This design comes from an exercise in tuning for a short achievable clock period on the open sky130 flow, not from production work.
In this exercise RTL edits were held to simulation tests only and were not proved equivalent to the original.
Power is estimated from default activity; no workload was simulated.

$ cat flow/standard.sh
#!/bin/bash
# synth_recipe.tcl (not shown) runs the flow's synth.tcl, then flattens the netlist and writes it again
# the make line also repeats each setting of config.mk as NAME=value (left out here)
make -C /OpenROAD-flow-scripts/flow DESIGN_CONFIG=/design/flow/config.mk WORK_HOME=/design/flow/orfs CLKGATE_MAP_FILE= SYNTH_SCRIPT=/design/flow/synth_recipe.tcl "${@:-finish}"
$ cat flow/constraint.sdc
create_clock -name core_clock -period 4.5 [get_ports {clk}]
set_input_delay 0.9000 -clock core_clock [delete_from_list [all_inputs] [get_ports {clk}]]
set_output_delay 0.9000 -clock core_clock [all_outputs]
set_load 0.01 [all_outputs]
$ cat flow/design.v
module td4_eq4 (
    input  wire [3:0] a,
    input  wire [3:0] b,
    output wire       eq
);
    assign eq = (a == b);
endmodule
module td4_core (
    input  wire       clk,
    input  wire       rst,           
    input  wire       prog_we,
    input  wire [3:0] prog_addr,
    input  wire [7:0] prog_wdata,
    input  wire       start,
    input  wire [4:0] prog_size,     
    input  wire [3:0] in_data,
    output reg        in_rd,
    output reg  [3:0] out_data,
    output reg        out_we,
    output reg        running,
    output reg        halted,
    output reg        aborted,
    output reg  [7:0] err_byte,
    output reg  [3:0] err_pc,
    output reg  [3:0] reg_a,
    output reg  [3:0] reg_b,
    output reg        carry,
    output reg  [4:0] pc
);
    localparam FW = 4;
    function [FW-1:0] predecode(input [7:0] b);
        reg [3:0] o;
        begin
            o = b[7:4];
            predecode = {(o == 4'h2) || (o == 4'h6),
                         (o == 4'h8) || (o == 4'hA) || (o == 4'hC) || (o == 4'hD),
                         (o == 4'hE),
                         (o == 4'hF)};
        end
    endfunction
    reg [7:0]    mem  [0:15];
    reg [FW-1:0] memf [0:15];
    reg [4:0]    size;
    reg [7:0]    ir;        
    reg [FW-1:0] irf;       
    reg [15:0]   pc_oh;     
    reg [3:0]    pc1;       
    reg [3:0]    ra, rb;
    reg          rc;
    reg [4:0]    rp;
    integer k;
    wire [FW-1:0] wflags = predecode(prog_wdata);
    always @(posedge clk) begin
        if (prog_we) begin
            mem[prog_addr]  <= prog_wdata;
            memf[prog_addr] <= wflags;
        end
    end
    wire [3:0] op  = ir[7:4];
    wire [3:0] imm = ir[3:0];
    wire f_jmp   = irf[0];
    wire f_jnc   = irf[1];
    wire illegal = irf[2];
    wire f_in    = irf[3];
    wire take = f_jmp || (f_jnc && !rc);    
    wire stay = f_jnc && rc;                
    wire [4:0] pc_inc = rp + 5'd1;
    wire [4:0] pc_tgt = {1'b0, imm};
    wire h_inc  = (pc_inc >= size);
    wire h_tgt  = (pc_tgt >= size);
    wire h_stay = (rp >= size);
    wire h_next = take ? h_tgt : (stay ? h_stay : h_inc);
    wire [4:0] next_pc = take ? pc_tgt : (stay ? rp : pc_inc);
    reg [8+FW-1:0] w_inc, w_cur;
    always @(*) begin
        w_inc = 0;
        w_cur = 0;
        for (k = 0; k < 16; k = k + 1) begin
            w_inc = w_inc | ({(8+FW){pc_oh[k]}} & {memf[(k + 1) % 16], mem[(k + 1) % 16]});
            w_cur = w_cur | ({(8+FW){pc_oh[k]}} & {memf[k], mem[k]});
        end
    end
    wire [8+FW-1:0] w_tgt = {memf[imm], mem[imm]};
    wire [8+FW-1:0] w_run = take ? w_tgt : (stay ? w_cur : w_inc);
    wire eq_tgt, eq_cur, eq_inc, eq_0;
    td4_eq4 u_eq_tgt (.a(prog_addr), .b(imm),     .eq(eq_tgt));
    td4_eq4 u_eq_cur (.a(prog_addr), .b(rp[3:0]), .eq(eq_cur));
    td4_eq4 u_eq_inc (.a(prog_addr), .b(pc1),     .eq(eq_inc));
    td4_eq4 u_eq_0   (.a(prog_addr), .b(4'd0),    .eq(eq_0));
    wire inc = !take && !stay;
    wire hit_run = prog_we && ((take && eq_tgt) || (stay && eq_cur) || (inc && eq_inc));
    wire [8+FW-1:0] w_new = {wflags, prog_wdata};
    wire [8+FW-1:0] fetch_run = hit_run ? w_new : w_run;
    wire size_nz = |prog_size;
    wire hit_st  = prog_we && (prog_addr == 4'd0);
    wire [8+FW-1:0] fetch_st = !size_nz ? {(8+FW){1'b0}} :
                               hit_st   ? w_new : {memf[0], mem[0]};
    wire [15:0] oh_tgt = 16'd1 << imm;
    wire [15:0] oh_inc = {pc_oh[14:0], pc_oh[15]};
    wire [4:0] sum_a = {1'b0, ra} + {1'b0, imm};
    wire [4:0] sum_b = {1'b0, rb} + {1'b0, imm};
    reg [3:0] next_a;
    reg [3:0] next_b;
    reg       next_c;
    reg       do_out;
    reg [3:0] out_val;
    always @(*) begin
        next_a  = ra;
        next_b  = rb;
        next_c  = 1'b0;
        do_out  = 1'b0;
        out_val = out_data;
        case (op)
            4'h3: next_a = imm;
            4'h7: next_b = imm;
            4'h4: next_b = ra;
            4'h1: next_a = rb;
            4'h0: begin
                next_a = sum_a[3:0];
                next_c = sum_a[4];
            end
            4'h5: begin
                next_b = sum_b[3:0];
                next_c = sum_b[4];
            end
            4'h2: next_a = in_data;
            4'h6: next_b = in_data;
            4'h9: begin
                do_out  = 1'b1;
                out_val = rb;
            end
            4'hB: begin
                do_out  = 1'b1;
                out_val = imm;
            end
            default: ;
        endcase
    end
    reg run_next;
    always @(*) begin
        if (rst)
            run_next = 1'b0;
        else if (start)
            run_next = 1'b1;
        else
            run_next = running && !illegal && !h_next;
    end
    wire [FW-1:0] fetch_f = start ? fetch_st[8 +: FW] : fetch_run[8 +: FW];
    always @(posedge clk) begin
        running <= run_next;
        in_rd   <= run_next && fetch_f[3];
        if (rst) begin
            halted   <= 1'b0;
            aborted  <= 1'b0;
            size     <= 5'd0;
            reg_a    <= 4'd0;
            reg_b    <= 4'd0;
            carry    <= 1'b0;
            pc       <= 5'd0;
            out_data <= 4'd0;
            out_we   <= 1'b0;
            err_byte <= 8'd0;
            err_pc   <= 4'd0;
        end else if (start) begin
            halted   <= 1'b0;
            aborted  <= 1'b0;
            size     <= prog_size;
            reg_a    <= 4'd0;
            reg_b    <= 4'd0;
            carry    <= 1'b0;
            pc       <= 5'd0;
            out_we   <= 1'b0;
            err_byte <= 8'd0;
            err_pc   <= 4'd0;
        end else if (running) begin
            if (illegal) begin
                aborted  <= 1'b1;
                err_byte <= ir;
                err_pc   <= rp[3:0];
                out_we   <= 1'b0;
            end else begin
                reg_a    <= next_a;
                reg_b    <= next_b;
                carry    <= next_c;
                pc       <= next_pc;
                out_data <= out_val;
                out_we   <= do_out;
                if (h_next)
                    halted <= 1'b1;
            end
        end else begin
            out_we <= 1'b0;
        end
    end
    always @(posedge clk) begin
        if (start) begin
            ra <= 4'd0;
            rb <= 4'd0;
            rc <= 1'b0;
            rp <= 5'd0;
        end else if (running && !illegal) begin
            ra <= next_a;
            rb <= next_b;
            rc <= next_c;
            rp <= next_pc;
        end
    end
    always @(posedge clk) begin
        if (start) begin
            {irf, ir} <= fetch_st;
            pc_oh     <= 16'd1;
            pc1       <= 4'd1;
        end else begin
            {irf, ir} <= fetch_run;
            pc_oh     <= take ? oh_tgt : (stay ? pc_oh : oh_inc);
            pc1       <= next_pc[3:0] + 4'd1;
        end
    end
endmodule
$ cat flow/flow/run.sh
#!/bin/bash
# Layout flow: the standard ORFS flow (standard.sh), with changes only to
# how cells are chosen:
#  - dontuse.txt adds slow cells (four-high stacks, three- and four-input ORs,
#    4-input muxes and the delay cells) to the platform's don't-use list, for
#    synthesis and repair;
#  - the ports are buffered with buf_4 (the resizer may resize them later);
#  - the resizer may swap a cell for any cell of the same function
#    (MATCH_CELL_FOOTPRINT=0), not only one of the same footprint.
# The clock tree is built by CTS as usual.  All of make's output goes to
# standard.log in the folder this runs in.
set -euo pipefail
here=$(cd "$(dirname "$0")" && pwd)
dont_use=$(tr -s ' \n' ' ' < "$here/dontuse.txt")
bash standard.sh "DONT_USE_CELLS=$dont_use" MATCH_CELL_FOOTPRINT=0 \
    "BUFFER_PORTS_ARGS=-buffer_cell sky130_fd_sc_hd__buf_4" finish > standard.log 2>&1
$ cat flow/config.mk
export PLATFORM = sky130hd
export DESIGN_NAME = td4_core
export DESIGN_NICKNAME = td4_core
export VERILOG_FILES = /design/flow/design.v
export SDC_FILE = /design/flow/constraint.sdc
export NUM_CORES = 4
export LEC_CHECK = 0
export ABC_CLOCK_PERIOD_IN_PS = 1500
export CAP_MARGIN = 20
export CORE_MARGIN = 2
export CORE_UTILIZATION = 35
export CTS_CLUSTER_DIAMETER = 100
export CTS_CLUSTER_SIZE = 30
export SETUP_SLACK_MARGIN = 2.5
export SLEW_MARGIN = 20
export TNS_END_PERCENT = 100
$ cat flow/flow/dontuse.txt
sky130_fd_sc_hd__probe_p_8 sky130_fd_sc_hd__probec_p_8 sky130_fd_sc_hd__lpflow_bleeder_1 sky130_fd_sc_hd__lpflow_clkbufkapwr_1 sky130_fd_sc_hd__lpflow_clkbufkapwr_16 sky130_fd_sc_hd__lpflow_clkbufkapwr_2 sky130_fd_sc_hd__lpflow_clkbufkapwr_4 sky130_fd_sc_hd__lpflow_clkbufkapwr_8 sky130_fd_sc_hd__lpflow_clkinvkapwr_1 sky130_fd_sc_hd__lpflow_clkinvkapwr_16 sky130_fd_sc_hd__lpflow_clkinvkapwr_2 sky130_fd_sc_hd__lpflow_clkinvkapwr_4 sky130_fd_sc_hd__lpflow_clkinvkapwr_8 sky130_fd_sc_hd__lpflow_decapkapwr_12 sky130_fd_sc_hd__lpflow_decapkapwr_3 sky130_fd_sc_hd__lpflow_decapkapwr_4 sky130_fd_sc_hd__lpflow_decapkapwr_6 sky130_fd_sc_hd__lpflow_decapkapwr_8 sky130_fd_sc_hd__lpflow_inputiso0n_1 sky130_fd_sc_hd__lpflow_inputiso0p_1 sky130_fd_sc_hd__lpflow_inputiso1n_1 sky130_fd_sc_hd__lpflow_inputiso1p_1 sky130_fd_sc_hd__lpflow_inputisolatch_1 sky130_fd_sc_hd__lpflow_isobufsrc_1 sky130_fd_sc_hd__lpflow_isobufsrc_16 sky130_fd_sc_hd__lpflow_isobufsrc_2 sky130_fd_sc_hd__lpflow_isobufsrc_4 sky130_fd_sc_hd__lpflow_isobufsrc_8 sky130_fd_sc_hd__lpflow_isobufsrckapwr_16 sky130_fd_sc_hd__lpflow_lsbuf_lh_hl_isowell_tap_1 sky130_fd_sc_hd__lpflow_lsbuf_lh_hl_isowell_tap_2 sky130_fd_sc_hd__lpflow_lsbuf_lh_hl_isowell_tap_4 sky130_fd_sc_hd__lpflow_lsbuf_lh_isowell_4 sky130_fd_sc_hd__lpflow_lsbuf_lh_isowell_tap_1 sky130_fd_sc_hd__lpflow_lsbuf_lh_isowell_tap_2 sky130_fd_sc_hd__lpflow_lsbuf_lh_isowell_tap_4 sky130_fd_sc_hd__a2111o_1 sky130_fd_sc_hd__a2111o_2 sky130_fd_sc_hd__a2111o_4 sky130_fd_sc_hd__a2111oi_0 sky130_fd_sc_hd__a2111oi_1 sky130_fd_sc_hd__a2111oi_2 sky130_fd_sc_hd__a2111oi_4 sky130_fd_sc_hd__a222oi_1 sky130_fd_sc_hd__a311o_1 sky130_fd_sc_hd__a311o_2 sky130_fd_sc_hd__a311o_4 sky130_fd_sc_hd__a311oi_1 sky130_fd_sc_hd__a311oi_2 sky130_fd_sc_hd__a311oi_4 sky130_fd_sc_hd__a41o_1 sky130_fd_sc_hd__a41o_2 sky130_fd_sc_hd__a41o_4 sky130_fd_sc_hd__a41oi_1 sky130_fd_sc_hd__a41oi_2 sky130_fd_sc_hd__a41oi_4 sky130_fd_sc_hd__clkdlybuf4s15_1 sky130_fd_sc_hd__clkdlybuf4s15_2 sky130_fd_sc_hd__clkdlybuf4s18_1 sky130_fd_sc_hd__clkdlybuf4s18_2 sky130_fd_sc_hd__clkdlybuf4s25_1 sky130_fd_sc_hd__clkdlybuf4s25_2 sky130_fd_sc_hd__clkdlybuf4s50_1 sky130_fd_sc_hd__clkdlybuf4s50_2 sky130_fd_sc_hd__dlygate4sd1_1 sky130_fd_sc_hd__dlygate4sd2_1 sky130_fd_sc_hd__dlygate4sd3_1 sky130_fd_sc_hd__dlymetal6s2s_1 sky130_fd_sc_hd__dlymetal6s4s_1 sky130_fd_sc_hd__dlymetal6s6s_1 sky130_fd_sc_hd__mux4_1 sky130_fd_sc_hd__mux4_2 sky130_fd_sc_hd__mux4_4 sky130_fd_sc_hd__nor4_1 sky130_fd_sc_hd__nor4_2 sky130_fd_sc_hd__nor4_4 sky130_fd_sc_hd__nor4b_1 sky130_fd_sc_hd__nor4b_2 sky130_fd_sc_hd__nor4b_4 sky130_fd_sc_hd__nor4bb_1 sky130_fd_sc_hd__nor4bb_2 sky130_fd_sc_hd__nor4bb_4 sky130_fd_sc_hd__o2111a_1 sky130_fd_sc_hd__o2111a_2 sky130_fd_sc_hd__o2111a_4 sky130_fd_sc_hd__o2111ai_1 sky130_fd_sc_hd__o2111ai_2 sky130_fd_sc_hd__o2111ai_4 sky130_fd_sc_hd__o311a_1 sky130_fd_sc_hd__o311a_2 sky130_fd_sc_hd__o311a_4 sky130_fd_sc_hd__o311ai_0 sky130_fd_sc_hd__o311ai_1 sky130_fd_sc_hd__o311ai_2 sky130_fd_sc_hd__o311ai_4 sky130_fd_sc_hd__o41a_1 sky130_fd_sc_hd__o41a_2 sky130_fd_sc_hd__o41a_4 sky130_fd_sc_hd__o41ai_1 sky130_fd_sc_hd__o41ai_2 sky130_fd_sc_hd__o41ai_4 sky130_fd_sc_hd__or4_1 sky130_fd_sc_hd__or4_2 sky130_fd_sc_hd__or4_4 sky130_fd_sc_hd__or4b_1 sky130_fd_sc_hd__or4b_2 sky130_fd_sc_hd__or4b_4 sky130_fd_sc_hd__or4bb_1 sky130_fd_sc_hd__or4bb_2 sky130_fd_sc_hd__or4bb_4  sky130_fd_sc_hd__or3_1 sky130_fd_sc_hd__or3_2 sky130_fd_sc_hd__or3_4 sky130_fd_sc_hd__or3b_1 sky130_fd_sc_hd__or3b_2 sky130_fd_sc_hd__or3b_4 
==> summary.txt <==
timing repair:
item                       in CTS  in global routing
setup endpoints to repair     140                 61
gates cloned                    2                  3
pin swaps                      17                 12
setup buffers                  29                 11
gates resized for setup        61                 63
cell families after synthesis:
group / Yosys count
flops: 277
fa+ha+maj: 26
simple gates: 381
xor+xnor: 21
buf+inv: 137
compound gates: 440
mux: 97
Yosys cell counts (7+ instances only):
| cell | count | area [um2] |
|---|---|---|
| edfxtp_1 | 192 | 5770 |
| a22oi_1 | 182 | 1370 |
| nand2_1 | 119 | 447 |
| mux2i_1 | 94 | 941 |
| dfxtp_1 | 85 | 1700 |
| clkbuf_1 | 79 | 297 |
| nor2_1 | 77 | 289 |
| a21oi_1 | 67 | 335 |
| o21ai_0 | 61 | 305 |
| nand4_1 | 52 | 325 |
| nor3_1 | 37 | 185 |
| a211oi_1 | 35 | 263 |
| nor2b_1 | 35 | 219 |
| nand3_1 | 32 | 160 |
| ha_1 | 24 | 300 |
| a211o_1 | 21 | 184 |
| buf_2 | 18 | 90.1 |
| inv_1 | 14 | 52.6 |
| xor2_1 | 14 | 123 |
| nand2b_1 | 13 | 81.3 |
| a221oi_1 | 11 | 96.3 |
| o221ai_1 | 11 | 96.3 |
| o211ai_1 | 10 | 75.1 |
| buf_1 | 9 | 33.8 |
| buf_6 | 9 | 101 |
| a22o_1 | 8 | 70.1 |
| a31oi_1 | 7 | 43.8 |
| o31a_1 | 7 | 61.3 |
| xnor2_1 | 7 | 61.3 |
sequential cells by signal (all words and copies together), names as in the netlist, 3 cells and up:
register,flops
mem,128
memf,64
pc_oh,16
err_byte,8
ir,8
pc,5
rp,5
size,5
err_pc,4
out_data,4
pc1,4
ra,4
rb,4
reg_a,4
reg_b,4
irf,3
worst paths after layout:
kind                    start          end
setup / recovery        ir[2]        in_rd
hold / removal    err_byte[6]  err_byte[6]
setup reg to reg        ir[2]        in_rd
hold reg to reg   err_byte[6]  err_byte[6]
power by group:
part	switching, mW	total (mW)	internal [mW]	leakage (nW)
Combinational	2.16	3.72	1.55	3.03
Sequential	0.587	3.51	2.92	2.34
Clock	0.810	1.40	0.588	0.191
critical path, delay by kind of cell (launching register included):
family                 cells  cell delay (ps)
AO/OA/AOI/OAI              3              700
flip-flops                 1              560
buffers and inverters      1              370
AND/OR/NAND/NOR            2              280
through the flow:
step / hold slack (ps) / std cells / setup WS [ps] / instance area [um2] / total power, mW
final: 464 / 1946 / 2440 / 16400 / 8.62
after global routing: 487 / 1946 / 2350 / 16400 / 9.03
after CTS: 468 / 1932 / 2310 / 16100 / 8.34
after detailed placement: 452 / 1880 / 1600 / 15300 / 6.68
after global placement: 449 / 1880 / 1640 / 15300 / 6.66
after floorplan: 460 / 1379 / 2400 / 14700 / 5.79
layer usage:
layer / vias to the layer above / wire length, um
li1: 5386 / -
met1: 5913 / 19800
met2: 807 / 22700
met3: 196 / 5490
met4: 2 / 2580
met5: - / 14
placed cells by master (no fill, tap or decap), drive strengths merged, types with 4 or more instances in the layout:
cell type	instances
o221ai	12
nand4	52
ha	24
a22oi	182
nand3	32
nor2b	35
a211o	21
buf	124
edfxtp	192
xnor2	7
o21ai	62
a21o	4
a211oi	35
inv	15
a21oi	68
o211ai	10
nor2	78
xor2	14
a31oi	8
clkbuf	28
nand2	120
a221oi	11
nand2b	13
mux2i	94
dfxtp	85
nor3	37
a22o	8
o31a	7
layout make-up:
cell class	instances	area [um2]	area share (%)
sequential	277	7530	45.9
multi-input combinational	966	6690	40.7
timing repair buffer	134	1060	6.44
tap	532	666	4.05
clock buffer	18	344	2.10
inverter	15	80.1	0.488
clock inverter	3	42.5	0.259
timing repair inverter	1	5.00	0.0305
==> impl_metrics.json <==
{
  "max_freq_ghz": 0.484,
  "clkTransAtPathRegs_ps": 110,
  "syn_area_per_cell_um2": 10.5,
  "synth_xor_area_share_pct": 1.27,
  "totalWireLength_um": 50700,
  "syn_area_um2": 14500,
  "core-area_um2": 40800,
  "crit_type": "reg2reg",
  "cts_inserted_buffers": 13,
  "grt_util_met2_pct": 35.4,
  "busiest_layer": "met2",
  "rows": 74,
  "grt_pass1_vias": 11600,
  "yosys_warnings": 1,
  "synth_top_family_by_area": "compound AO/OA/AOI/OAI gates",
  "required_ps": 4850,
  "clk_latency_ps": 510,
  "fill_cells": 3906,
  "finalNetCount": 1459,
  "synthMuxAreaShare_pct": 6.73,
  "final-setup-viol-count": 0,
  "port_buffers": 59,
  "min_period_ps": 2060,
  "drc": 0,
  "finalCritPeriodShare_pct": 45.9,
  "worstMarginPinSlew_ps": 831,
  "slew_viol_final": 0,
  "grt.total_usage_pct": 22.4,
  "grt_use_met1_pct": 29.7,
  "setup_tns_ps": 0,
  "yosys.area_share.simple_pct": 12.6,
  "critPathCaptureType": "flop",
  "crit_fanout": 17,
  "io_pins": 60,
  "drt-initial-drc-count": 1821,
  "cp-start-kind": "flop",
  "clock-sinks": 277,
  "place_hpwl_um": 30500,
  "drive_gt1_share_pct": 15.4,
  "antenna_cells": 0,
  "drv_cap": 0,
  "critPathSlowestCell": "dfxtp_4",
  "hold_violations": 0,
  "start_util_pct": 35.5,
  "die_w_um": 207,
  "vias_per_cell": 6.32,
  "async_flop_share_pct": 0,
  "ys_types": 57,
  "overflow": 0,
  "slowest_delay_ps": 560,
  "synth_compound_area_share_pct": 21.1,
  "grt_antenna_before_repair": 1,
  "p_leak_nw": 5.56,
  "wire_per_inst_um": 26.0,
  "die_area_um2": 43100,
  "status": "complete, no violations",
  "arrival_ps": 2420,
  "vias": 12300,
  "skew_ps": 23.5,
  "ys_seq_elements": 277,
  "cts_root_buf": "clkbuf_16",
  "holdBufCountCts": 0,
  "htree_levels": 1,
  "die_h_um": 207,
  "drtAntennaViolNets": 0,
  "clockBufferDepth": 3,
  "grt_pass1_wl_um": 74300,
  "utilization_pct": 40.2,
  "area_growth_pct": 13.3,
  "synthAdderAreaFrac_pct": 2.35,
  "synth-edff-count": 192,
  "grt_max_degree": 36,
  "synth_cells": 1379,
  "syn_nets": 1430,
  "p_per_area_nw_per_um2": 525,
  "drt-pass1-iter-count": 6,
  "critical_path.cell_chain": "clkbuf_4, nor2_1, a32oi_1, nand4_1, a31oi_1, o32ai_1",
  "hp-class": "reg2reg",
  "r2r_slack_ps": 2440,
  "ys_seq_area_share_pct": 51.5,
  "min_path_cells": 2,
  "gp_congestion": 0.885,
  "gr-usage-met3_pct": 4.24,
  "ir_worst_vdd_uv": 287,
  "ys.flop_type": "edfxtp_1",
  "r2r_cells": 6,
  "rsz0062_at_grt": "yes",
  "cts_tree": "done",
  "slew_headroom_pct": 44.4
}

port drivers added, routing unchanged:
No port has a modelled driver above. Below, the same layout with a new extraction and two added sets of constraints.
Step 1, drivers: a clkbuf_16 drives clk and a buf_2 each remaining input, both assumed.
Step 2, shift: input delay + t, output delay - t, t = (earliest + latest rising clock arrival at the registers) / 2. This alone moves slack from input paths to output paths.
Slacks: ideal / step 1 / step 2; pairs: ideal / step 1.
t (ns): 0.556
setup WS [ns]: 2.435 / 2.435 / 1.991
worst setup path after step 2: input to register
After both steps this run still meets setup and hold. For this run, drivers alone change the setup slack by 0.000 ns; drivers and shift together by -0.444 ns.
